This is an optimization exercise on Yosys and OpenROAD, whose aim is small area, a short achievable clock period and few clock cycles, not a production implementation.
The RTL was checked by simulation tests, not by an equivalence proof against the original design.
Power and IR drop assume default switching activity.

`flow/design.v`:
```
module hbx_conv (
    input  wire [255:0] hex_data,
    input  wire [5:0]   n,
    input  wire [7:0]   width,
    output reg  [3:0]   err,       
    output wire [127:0] value,
    output reg  [7:0]   blen,
    output reg  [7:0]   rawlen
);
    reg  [31:0]  is_digit;
    reg  [127:0] digits;           
    integer k;
    reg [7:0] c;
    always @(*) begin
        for (k = 0; k < 32; k = k + 1) begin
            c = hex_data[8*k +: 8];
            is_digit[k] = 1'b1;
            if (c >= 8'h30 && c <= 8'h39)
                digits[127-4*k -: 4] = c[3:0];
            else if ((c >= 8'h41 && c <= 8'h46) || (c >= 8'h61 && c <= 8'h66))
                digits[127-4*k -: 4] = c[3:0] + 4'd9;
            else begin
                digits[127-4*k -: 4] = 4'd0;
                is_digit[k] = 1'b0;
            end
        end
    end
    reg all_digits;
    always @(*) begin
        all_digits = 1'b1;
        for (k = 0; k < 32; k = k + 1)
            if (k < n && !is_digit[k])
                all_digits = 1'b0;
    end
    wire [7:0] shift = 8'd128 - {n[5:0], 2'b00};
    assign value = digits >> shift;
    reg [7:0] sl;
    always @(*) begin
        sl = 8'd1;
        for (k = 0; k < 128; k = k + 1)
            if (value[k]) sl = k + 1;
    end
    always @(*) begin
        rawlen = sl;
        blen   = (width > sl) ? width : sl;
        if (width > 8'd128)    err = 4'd5;
        else if (n > 6'd32)    err = 4'd6;
        else if (n == 6'd0)    err = 4'd1;
        else if (!all_digits)  err = 4'd1;
        else                   err = 4'd0;
    end
endmodule
module hbx_geo_coord #(
    parameter [7:0] POS_LETTER = "N",
    parameter [7:0] NEG_LETTER = "S"
) (
    input  wire [31:0]  cw,
    output wire [16:0]  dmh,       
    output wire [16:0]  secraw,
    output wire [19:0]  sece4,
    output wire [31:0]  num,
    output wire [63:0]  e9,
    output reg  [4:0]   text_len,
    output reg  [159:0] text       
);
    wire [7:0]  deg = cw[31:24];
    wire [5:0]  mn  = cw[23:18];
    wire [16:0] sr  = cw[17:1];
    wire        hem = cw[0];
    assign dmh    = {hem, 2'b00, mn, deg};
    assign secraw = sr;
    assign sece4  = 20'd6 * sr;
    wire [30:0] n_mag = deg * 31'd6000000 + mn * 31'd100000 + sr;
    assign num = hem ? {1'b0, n_mag} : -{1'b0, n_mag};
    wire [39:0] m9_num = n_mag * 40'd500 + 40'd1;
    wire [37:0] m9     = m9_num / 40'd3;
    assign e9 = hem ? {26'd0, m9} : -{26'd0, m9};
    wire [3:0] deg_d2 = deg / 100;
    wire [3:0] deg_d1 = (deg / 10) % 10;
    wire [3:0] deg_d0 = deg % 10;
    wire [3:0] min_d1 = mn / 10;
    wire [3:0] min_d0 = mn % 10;
    wire [19:0] e4      = sece4;
    wire [6:0]  sec_int = e4 / 10000;
    wire [13:0] sec_frc = e4 % 10000;
    wire [3:0]  si_d1   = sec_int / 10;
    wire [3:0]  si_d0   = sec_int % 10;
    wire [3:0]  sf_d3   = sec_frc / 1000;
    wire [3:0]  sf_d2   = (sec_frc / 100) % 10;
    wire [3:0]  sf_d1   = (sec_frc / 10) % 10;
    wire [3:0]  sf_d0   = sec_frc % 10;
    reg [2:0] frac_digits;
    always @(*) begin
        if (sf_d0 != 0)      frac_digits = 3'd4;
        else if (sf_d1 != 0) frac_digits = 3'd3;
        else if (sf_d2 != 0) frac_digits = 3'd2;
        else if (sf_d3 != 0) frac_digits = 3'd1;
        else                 frac_digits = 3'd0;
    end
    reg [4:0] pos;
    always @(*) begin
        text = 160'd0;
        pos  = 5'd0;
        if (deg >= 100) begin
            text[pos*8 +: 8] = 8'h30 + deg_d2; pos = pos + 1;
        end
        if (deg >= 10) begin
            text[pos*8 +: 8] = 8'h30 + deg_d1; pos = pos + 1;
        end
        text[pos*8 +: 8] = 8'h30 + deg_d0; pos = pos + 1;
        text[pos*8 +: 8] = 8'hC2;          pos = pos + 1;
        text[pos*8 +: 8] = 8'hB0;          pos = pos + 1;
        if (mn >= 10) begin
            text[pos*8 +: 8] = 8'h30 + min_d1; pos = pos + 1;
        end
        text[pos*8 +: 8] = 8'h30 + min_d0; pos = pos + 1;
        text[pos*8 +: 8] = 8'h27;          pos = pos + 1;
        if (sec_int >= 10) begin
            text[pos*8 +: 8] = 8'h30 + si_d1; pos = pos + 1;
        end
        text[pos*8 +: 8] = 8'h30 + si_d0; pos = pos + 1;
        if (frac_digits != 0) begin
            text[pos*8 +: 8] = 8'h2E;          pos = pos + 1;
            text[pos*8 +: 8] = 8'h30 + sf_d3;  pos = pos + 1;
            if (frac_digits >= 2) begin
                text[pos*8 +: 8] = 8'h30 + sf_d2; pos = pos + 1;
            end
            if (frac_digits >= 3) begin
                text[pos*8 +: 8] = 8'h30 + sf_d1; pos = pos + 1;
            end
            if (frac_digits >= 4) begin
                text[pos*8 +: 8] = 8'h30 + sf_d0; pos = pos + 1;
            end
        end
        text[pos*8 +: 8] = 8'h22; pos = pos + 1;
        text[pos*8 +: 8] = hem ? POS_LETTER : NEG_LETTER; pos = pos + 1;
        text_len = pos;
    end
endmodule
module hbx (
    input  wire        clk,
    input  wire        rst,       
    input  wire        req,
    input  wire        we,
    input  wire [7:0]  addr,
    input  wire [1:0]  size,
    input  wire [31:0] wdata,
    output reg  [31:0] rdata,
    output reg         resp,      
    output wire        ack,
    output wire        irq
);
    localparam [31:0] ID_VALUE    = 32'h48425831;
    localparam [31:0] PARAM_VALUE = 32'h01098020;
    localparam [1:0] ST_IDLE  = 2'd0;
    localparam [1:0] ST_EXEC  = 2'd1;    
    localparam [1:0] ST_PARSE = 2'd2;    
    reg         ctrl_ie;
    reg         busy, done, bvalid, svalid, gvalid, wbusy;
    reg  [3:0]  err;
    reg  [1:0]  stage;
    reg  [31:0] cmd;
    reg  [5:0]  hex_len;
    reg  [255:0] hex_data;
    reg  [7:0]   blen, rawlen;
    reg  [127:0] bits;
    reg  [17:0]  stat_res;
    reg  [16:0]  lat_dmh, lon_dmh;
    reg  [16:0]  lat_secraw, lon_secraw;
    reg  [19:0]  lat_sece4, lon_sece4;
    reg  [31:0]  lat_num, lon_num;
    reg  [63:0]  lat_e9, lon_e9;
    reg  [4:0]   lat_len, lon_len;
    reg  [159:0] dms_lat, dms_lon;
    assign ack = req;                        
    assign irq = done & ctrl_ie;
    wire [31:0] status_word = {15'd0, wbusy, 5'd0, gvalid, svalid, bvalid,
                               err, 2'b00, done, busy};
    reg [1:0] acc;
    always @(*) begin
        casez (addr)
            8'h00, 8'h04:                 acc = 2'd1;    
            8'h08, 8'h0C, 8'h10, 8'h14:   acc = 2'd2;    
            8'b001?_??00:                 acc = 2'd2;    
            8'h40, 8'h44:                 acc = 2'd1;    
            8'h50, 8'h54, 8'h58, 8'h5C:   acc = 2'd1;    
            8'h60:                        acc = 2'd1;    
            8'h70, 8'h74, 8'h78, 8'h7C,
            8'h80, 8'h84:                 acc = 2'd1;    
            8'h90, 8'h94, 8'h98, 8'h9C,
            8'hA0, 8'hA4, 8'hA8:          acc = 2'd1;    
            8'hB0, 8'hB4, 8'hB8, 8'hBC,
            8'hC0:                        acc = 2'd1;    
            8'hD0, 8'hD4, 8'hD8, 8'hDC,
            8'hE0:                        acc = 2'd1;    
            default:                      acc = 2'd0;
        endcase
    end
    wire bad_form = (size != 2'd2) || (addr[1:0] != 2'b00);
    wire slverr   = bad_form || (acc == 2'd0) || (we && acc == 2'd1);
    wire wr_ok    = req && we && !slverr;
    wire wr_input = wr_ok && (addr == 8'h10 || addr == 8'h14 || addr[7:5] == 3'b001);
    reg [31:0] rval;
    always @(*) begin
        case (addr)
            8'h00: rval = ID_VALUE;
            8'h04: rval = PARAM_VALUE;
            8'h08: rval = {31'd0, ctrl_ie};
            8'h0C: rval = status_word;
            8'h10: rval = cmd;
            8'h14: rval = {26'd0, hex_len};
            8'h20: rval = hex_data[ 31:  0];
            8'h24: rval = hex_data[ 63: 32];
            8'h28: rval = hex_data[ 95: 64];
            8'h2C: rval = hex_data[127: 96];
            8'h30: rval = hex_data[159:128];
            8'h34: rval = hex_data[191:160];
            8'h38: rval = hex_data[223:192];
            8'h3C: rval = hex_data[255:224];
            8'h40: rval = {24'd0, blen};
            8'h44: rval = {24'd0, rawlen};
            8'h50: rval = bits[ 31:  0];
            8'h54: rval = bits[ 63: 32];
            8'h58: rval = bits[ 95: 64];
            8'h5C: rval = bits[127: 96];
            8'h60: rval = {14'd0, stat_res[17:16], 2'b00, stat_res[13:0]};
            8'h70: rval = {15'd0, lat_dmh};
            8'h74: rval = {15'd0, lat_secraw};
            8'h78: rval = {12'd0, lat_sece4};
            8'h7C: rval = lat_num;
            8'h80: rval = lat_e9[31:0];
            8'h84: rval = lat_e9[63:32];
            8'h90: rval = {15'd0, lon_dmh};
            8'h94: rval = {15'd0, lon_secraw};
            8'h98: rval = {12'd0, lon_sece4};
            8'h9C: rval = lon_num;
            8'hA0: rval = lon_e9[31:0];
            8'hA4: rval = lon_e9[63:32];
            8'hA8: rval = {19'd0, lon_len, 3'd0, lat_len};
            8'hB0: rval = dms_lat[ 31:  0];
            8'hB4: rval = dms_lat[ 63: 32];
            8'hB8: rval = dms_lat[ 95: 64];
            8'hBC: rval = dms_lat[127: 96];
            8'hC0: rval = dms_lat[159:128];
            8'hD0: rval = dms_lon[ 31:  0];
            8'hD4: rval = dms_lon[ 63: 32];
            8'hD8: rval = dms_lon[ 95: 64];
            8'hDC: rval = dms_lon[127: 96];
            8'hE0: rval = dms_lon[159:128];
            default: rval = 32'd0;
        endcase
    end
    always @(*) begin
        resp  = slverr;
        rdata = (req && !we && !slverr) ? rval : 32'd0;
    end
    wire [3:0] op        = cmd[3:0];
    wire [7:0] cmd_width = cmd[15:8];
    wire       rsv_ok    = (cmd[31:16] == 16'd0) && (cmd[7:4] == 4'd0);
    wire       is_conv   = rsv_ok && op == 4'h1;
    wire       is_stat   = rsv_ok && op == 4'h2 && cmd_width == 8'd0;
    wire       is_geo    = rsv_ok && op == 4'h3 && cmd_width == 8'd0;
    wire       is_cstat  = rsv_ok && op == 4'h4 && cmd_width == 8'd0;
    wire       is_cgeo   = rsv_ok && op == 4'h5 && cmd_width == 8'd0;
    wire       is_clr    = rsv_ok && op == 4'h6 && cmd_width == 8'd0;
    wire [31:0] wcmd    = wdata;
    wire        w_rsv   = (wcmd[31:16] == 16'd0) && (wcmd[7:4] == 4'd0);
    wire        w_nowid = wcmd[15:8] == 8'd0;
    wire        w_tgt_b = w_rsv && (wcmd[3:0] == 4'h1 ||
                          (w_nowid && (wcmd[3:0] == 4'h4 || wcmd[3:0] == 4'h5 || wcmd[3:0] == 4'h6)));
    wire        w_tgt_s = w_rsv && w_nowid && (wcmd[3:0] == 4'h2 || wcmd[3:0] == 4'h4 || wcmd[3:0] == 4'h6);
    wire        w_tgt_g = w_rsv && w_nowid && (wcmd[3:0] == 4'h3 || wcmd[3:0] == 4'h5 || wcmd[3:0] == 4'h6);
    wire [7:0]   conv_w = is_cstat ? 8'd16 : is_cgeo ? 8'd88 : cmd_width;
    wire [3:0]   conv_err;
    wire [127:0] conv_value;
    wire [7:0]   conv_blen, conv_rawlen;
    hbx_conv u_conv (
        .hex_data (hex_data),
        .n        (hex_len),
        .width    (conv_w),
        .err      (conv_err),
        .value    (conv_value),
        .blen     (conv_blen),
        .rawlen   (conv_rawlen)
    );
    wire        stat_ok = (blen == 8'd16);
    wire        geo_ok  = (blen == 8'd88);
    wire [17:0] stat_val = {bits[14], bits[15], 2'b00, bits[13:0]};
    wire [16:0]  g_lat_dmh, g_lon_dmh, g_lat_secraw, g_lon_secraw;
    wire [19:0]  g_lat_sece4, g_lon_sece4;
    wire [31:0]  g_lat_num, g_lon_num;
    wire [63:0]  g_lat_e9, g_lon_e9;
    wire [4:0]   g_lat_len, g_lon_len;
    wire [159:0] g_lat_text, g_lon_text;
    hbx_geo_coord #(.POS_LETTER("N"), .NEG_LETTER("S")) u_lat (
        .cw(bits[87:56]), .dmh(g_lat_dmh), .secraw(g_lat_secraw),
        .sece4(g_lat_sece4), .num(g_lat_num), .e9(g_lat_e9),
        .text_len(g_lat_len), .text(g_lat_text)
    );
    hbx_geo_coord #(.POS_LETTER("E"), .NEG_LETTER("W")) u_lon (
        .cw(bits[55:24]), .dmh(g_lon_dmh), .secraw(g_lon_secraw),
        .sece4(g_lon_sece4), .num(g_lon_num), .e9(g_lon_e9),
        .text_len(g_lon_len), .text(g_lon_text)
    );
    task clear_b;
        begin
            blen <= 8'd0; rawlen <= 8'd0; bits <= 128'd0; bvalid <= 1'b0;
        end
    endtask
    task clear_s;
        begin
            stat_res <= 18'd0; svalid <= 1'b0;
        end
    endtask
    task clear_g;
        begin
            lat_dmh <= 17'd0; lat_secraw <= 17'd0; lat_sece4 <= 20'd0;
            lat_num <= 32'd0; lat_e9 <= 64'd0;
            lon_dmh <= 17'd0; lon_secraw <= 17'd0; lon_sece4 <= 20'd0;
            lon_num <= 32'd0; lon_e9 <= 64'd0;
            lat_len <= 5'd0; lon_len <= 5'd0;
            dms_lat <= 160'd0; dms_lon <= 160'd0;
            gvalid <= 1'b0;
        end
    endtask
    task write_s;
        begin
            stat_res <= stat_val; svalid <= 1'b1;
        end
    endtask
    task write_g;
        begin
            lat_dmh <= g_lat_dmh; lat_secraw <= g_lat_secraw; lat_sece4 <= g_lat_sece4;
            lat_num <= g_lat_num; lat_e9 <= g_lat_e9;
            lon_dmh <= g_lon_dmh; lon_secraw <= g_lon_secraw; lon_sece4 <= g_lon_sece4;
            lon_num <= g_lon_num; lon_e9 <= g_lon_e9;
            lat_len <= g_lat_len; lon_len <= g_lon_len;
            dms_lat <= g_lat_text; dms_lon <= g_lon_text;
            gvalid <= 1'b1;
        end
    endtask
    task complete;
        input [3:0] code;
        begin
            err   <= code;
            done  <= 1'b1;
            busy  <= 1'b0;
            stage <= ST_IDLE;
        end
    endtask
    always @(posedge clk) begin
        if (rst) begin
            ctrl_ie  <= 1'b0;
            busy     <= 1'b0;
            done     <= 1'b0;
            err      <= 4'd0;
            wbusy    <= 1'b0;
            stage    <= ST_IDLE;
            cmd      <= 32'd0;
            hex_len  <= 6'd0;
            hex_data <= 256'd0;
            clear_b;
            clear_s;
            clear_g;
        end else begin
            if (wr_ok && addr == 8'h08)
                ctrl_ie <= wdata[0];
            if (wr_ok && addr == 8'h0C) begin
                if (wdata[1])  done  <= 1'b0;
                if (wdata[16]) wbusy <= 1'b0;
            end
            if (wr_input && busy) begin
                wbusy <= 1'b1;                        
            end else if (wr_input) begin
                if (addr == 8'h14)
                    hex_len <= wdata[5:0];
                else if (addr[7:5] == 3'b001)
                    hex_data[addr[4:2]*32 +: 32] <= wdata;
                else begin                            
                    cmd   <= wdata;
                    busy  <= 1'b1;
                    done  <= 1'b0;
                    err   <= 4'd0;
                    stage <= ST_EXEC;
                    if (w_tgt_b) bvalid <= 1'b0;
                    if (w_tgt_s) svalid <= 1'b0;
                    if (w_tgt_g) gvalid <= 1'b0;
                end
            end
            case (stage)
                ST_EXEC: begin
                    if (is_conv || is_cstat || is_cgeo) begin
                        if (conv_err != 4'd0) begin
                            clear_b;
                            if (is_cstat) clear_s;
                            if (is_cgeo)  clear_g;
                            complete(conv_err);
                        end else begin
                            bits   <= conv_value;
                            blen   <= conv_blen;
                            rawlen <= conv_rawlen;
                            bvalid <= 1'b1;
                            if (is_conv) complete(4'd0);
                            else         stage <= ST_PARSE;
                        end
                    end else if (is_stat) begin
                        if (stat_ok) begin write_s; complete(4'd0); end
                        else         begin clear_s; complete(4'd2); end
                    end else if (is_geo) begin
                        if (geo_ok) begin write_g; complete(4'd0); end
                        else        begin clear_g; complete(4'd2); end
                    end else if (is_clr) begin
                        clear_b;
                        clear_s;
                        clear_g;
                        wbusy <= 1'b0;
                        complete(4'd0);
                    end else begin
                        complete(4'd4);                 
                    end
                end
                ST_PARSE: begin
                    if (is_cstat) begin
                        if (stat_ok) begin write_s; complete(4'd0); end
                        else         begin clear_s; complete(4'd2); end
                    end else begin
                        if (geo_ok) begin write_g; complete(4'd0); end
                        else        begin clear_g; complete(4'd2); end
                    end
                end
                default: ;
            endcase
        end
    end
endmodule
```
`flow/run.sh`:
```
#!/bin/bash
# synth_recipe.tcl (not shown) runs the flow's synth.tcl, then flattens the netlist and writes it again
# the make line also repeats each setting of config.mk as NAME=value (left out here)
make -C /OpenROAD-flow-scripts/flow DESIGN_CONFIG=/design/flow/config.mk WORK_HOME=/design/flow/orfs CLKGATE_MAP_FILE= SYNTH_SCRIPT=/design/flow/synth_recipe.tcl finish
```
`flow/config.mk`:
```
export PLATFORM = sky130hd
export DESIGN_NAME = hbx
export DESIGN_NICKNAME = hbx
export VERILOG_FILES = /design/flow/design.v
export SDC_FILE = /design/flow/constraint.sdc
export NUM_CORES = 4
export LEC_CHECK = 0
export CAP_MARGIN = 20
export CORE_MARGIN = 2
export CORE_UTILIZATION = 40
export SLEW_MARGIN = 20
```
`flow/constraint.sdc`:
```
create_clock -name core_clock -period 50.0 [get_ports {clk}]
set_input_delay 10.0000 -clock core_clock [delete_from_list [all_inputs] [get_ports {clk}]]
set_output_delay 10.0000 -clock core_clock [all_outputs]
set_load 0.01 [all_outputs]
```
==> key figures <==
Yosys
  – Gate Count Post-Synth: 24,100
  – Ys async rst share: 0%
  – Synth area leaders: dfxtp_1 13%, ha_1 6.3%, nor2_1 6.1%
  – Ys Warns: 4
  – Number of flops mapped to enable cells by yosys: 0
  – Most common cell in the netlist: nor2_1
  – Synthesized area per cell: 7.16 sq um
  – Yosys top cell area share: 12.6%
  – Synth cell count leaders: 2,793 x nor2_1, 2,635 x nand2_1, 1,811 x a21oi_1
  – Syn Std Cell Area: 173,000 sq um
  – Unique masters post-synth: 229
  – Synth Flop Type: dfxtp_1
  – Seq/Total Area, Yosys: 12.6%
  – Cell accounting for the most synthesized area: dfxtp_1
  – Register bit count reported by yosys: about 1,100

Detailed routing
  – WL final: 1000 mm
  – First-pass DRT Iterations: 13
  – Via Count: 205,000
  – Initial DRC count: 33,000
  – DRC: 0
  – DR WL/cell: about 33 um
  – Post-detailed-route count of antenna-violating nets: 0
  – Vias per std cell: approximately 6.8

Timing
  – Clk_skew: 0.0873 ns
  – Fin. max-slew vios: 0
  – Final Cycle Share: between 90% and 100%
  – Final Hold Vio Count: 0
  – Max Clock Freq: 20.9 MHz
  – Final setup viols: 0
  – Setup TNS: 0 ns
  – Slew margin rel.: approximately 4.9%
  – Period minus WS final: 47.76 ns
  – Worst slew pin tran: ~1.4 ns

Hold path
  – Worst Hold Launch: dms_lat[61]$_SDFFE_PP0P_
  – Hold crit path type: flip-flop to flip-flop

Power
  – Pleak: ~75 nW
  – Power per cell area: just over 10 nW/um^2
  – Peak supply drop: ~0.031 mV

CTS
  – CTS tree: yes
  – Reg clk slew, reported paths: 0.07 ns
  – CTS Root Buffer Type: clkbuf_16
  – CTS Sinks: 1,086
  – Clock H-tree levels: 3
  – Clk latency of the worst-skew pair: about 0.86 ns
  – CTS buffer count: 120
  – Max clock buf depth: 3
  – Post-CTS Hold Fix Bufs: 0

Die
  – Die ar.: 437,000 sq um
  – DIE WIDTH: roughly 660 um
  – I/O pins: 81
  – Core Footprint: 430,000 sq um
  – Initial Util: 40.1%
  – DIE HEIGHT: 661 um
  – # rows: ~240

Global route
  – Largest net degree at the start of global routing: 151
  – Antenna violations before repair: 99
  – All-Layer GR Usage: 43.4%
  – GRT overflow: 0
  – First-pass GRT wire length: 1380 mm
  – Vias in the first global route: 181,000

Finish
  – Cell Count, Final, Fillers Out: 30,000
  – Area grow syn2layout: 9.01%
  – Share of layout cells above drive strength 1: 13.4%
  – Final instance area: approximately 190,000 sq um
  – Final Util: 43.7%
  – Net count, final: about 25,000

Placed design
  – IO Port Bufs: 80
  – Post-DP HPWL: 798 mm
  – Gpl congestion: 1.17
  – Placed Area: 182,000 sq um
  – Placed Cells: roughly 30,000

Critical path
  – CP startpoint: bits[50]$_SDFFE_PP0P_
  – Worst r2r src: bits[50]$_SDFFE_PP0P_
  – Crit end category: flip-flop
  – Most frequent CP cell: buf_4
  – Req. time, crit path: approximately 51 ns
  – CP startpoint kind: flip-flop
  – Worst path slowest cell: or4_1
  – Critical path class: flip-flop to flip-flop
  – Arr. time, crit path: 48.41 ns
  – Critical Path Max Stage Delay: between 0.6 and 0.7 ns
  – Crit Path Max Fanout: 16

Status
  – Status: complete, no violations

Flow run
  – Number of max-cap violations: 0
## area by class of cell
class                      count  area (sq um)
sequential                  1086         21800
clock inverter                60           673
fill                       44800        242000
antenna                       39          97.6
clock buffer                 158          3320
inverter                    1112          4190
multi-input combinational  20600        141000
tap                         5710          7140
timing repair buffer        1235          9540
## final timing paths
check                                   to  slack (ns)  cells after the start
setup / recovery   lon_e9[58]$_SDFFE_PP0P_        2.24                    181
hold / removal    dms_lat[61]$_SDFFE_PP0P_        0.44                      2
setup reg to reg   lon_e9[58]$_SDFFE_PP0P_        2.24                    181
hold reg to reg   dms_lat[61]$_SDFFE_PP0P_        0.44                      2
## metrics by stage
stage | total power [mW] | hold WS [ns] | setup slack [ns]
floorplan | 0.922 | 0.414 | 3.92
global placement | 0.954 | 0.425 | 0.417
detailed placement | 0.954 | 0.429 | 0.182
CTS | 1.88 | 0.439 | 0.0445
global route | 1.91 | 0.457 | -0.182
finish | 1.89 | 0.439 | 2.24
## metal layers
layer / part of all wire, % / GRT usage (%) / vias to the layer above
met4: 6.8 / 23.4 / 96
li1: - / - / 89000
met3: 16 / 19.9 / 2651
met5: 0.15 / 1.46 / -
met2: 37 / 56.1 / 14100
met1: 41 / 58.4 / 99100
## cells in the final DEF (no fill, tap or decap), types with 224 or more instances in the layout
cell type,instances
nand2_1,2630
a21oi_1,1799
and2_1,275
dfxtp_1,1079
o22ai_1,231
xor2_1,383
ha_1,860
fa_1,326
o211ai_1,224
inv_1,1085
a31oi_1,303
buf_4,1144
mux2i_1,461
xnor2_1,949
nand4_1,356
nor2_1,2737
a22oi_1,834
nor3_1,602
nand3_1,866
o21ai_0,1188
## power breakdown
group / switching, mW / leakage [nW] / internal [mW]
Clock: 0.443 / 1.95 / 0.511
Combinational: 0.0631 / 64.6 / 0.0110
Sequential: 0.000777 / 8.75 / 0.865
Total: 0.507 / 75.3 / 1.39
## flip-flops by register name, indices dropped and copies added, names as in the netlist, 15 cells and up
signal	cells
lat_num	31
lon_secraw	17
lon_e9	64
lon_sece4	18
bits	127
cmd	32
dms_lat	160
stat_res	16
lon_dmh	15
hex_data	256
lat_e9	64
lat_sece4	18
lat_dmh	15
lon_num	31
dms_lon	160
lat_secraw	17
## critical path: cells and delay by family, from the launching register on
family / cells / cell delay, ns
XOR/XNOR: 6 / 1.51
buffers and inverters: 28 / 4.80
flip-flops: 1 / 0.44
adder cells (fa/ha/maj): 15 / 5.49
AO/OA/AOI/OAI: 67 / 16.87
AND/OR/NAND/NOR: 60 / 16.86
multiplexers: 5 / 1.44
## cell families (layout without fill, tap and decap cells)
group / count (synthesis) / count (layout) / synth area share, %
compound gates: 7517 / 7517 / 30.5
xor+xnor: 1441 / 1441 / 7.62
fa+ha+maj: 1226 / 1226 / 10.3
buf+inv: 2462 / 2565 / 6.85
flops: 1086 / 1086 / 12.6
mux: 677 / 677 / 4.22
other cells: 2 / 47 / 0.00435
simple gates: 9696 / 9696 / 28.0
## repair_timing
action	CTS	global route
setup endpoints to repair	0	128
setup buffers	0	69
hold endpoints to repair	0	0
gates resized for setup	0	249
Testbench counts, summed over its fixed seeds: cycles 22,001.

-- re-timing with driven ports --
No port has a modelled driver above. Below, the same layout with a new extraction and two added sets of constraints. Step 1 sets driving cells, clkbuf_16 on the clock port and buf_2 on the other inputs (assumed; they add their load-dependent delay and slew). Step 2 times the ports against the registers' clock, not the clock port: input delays grow and output delays shrink by t, the midpoint of the rising clock arrivals with the driver on. a / b / c = no drivers / after step 1 / after step 2; a / b = the first two.
t (ns): 0.936
setup slack, ns: 2.237 / 2.237 / 2.237
worst setup path after step 2: register to register
worst slew at a driven data input, ns: 0.11
After both steps setup and hold are still met in this run. The setup slack of this run moves by 0.000 ns with the drivers and by 0.000 ns with both steps.
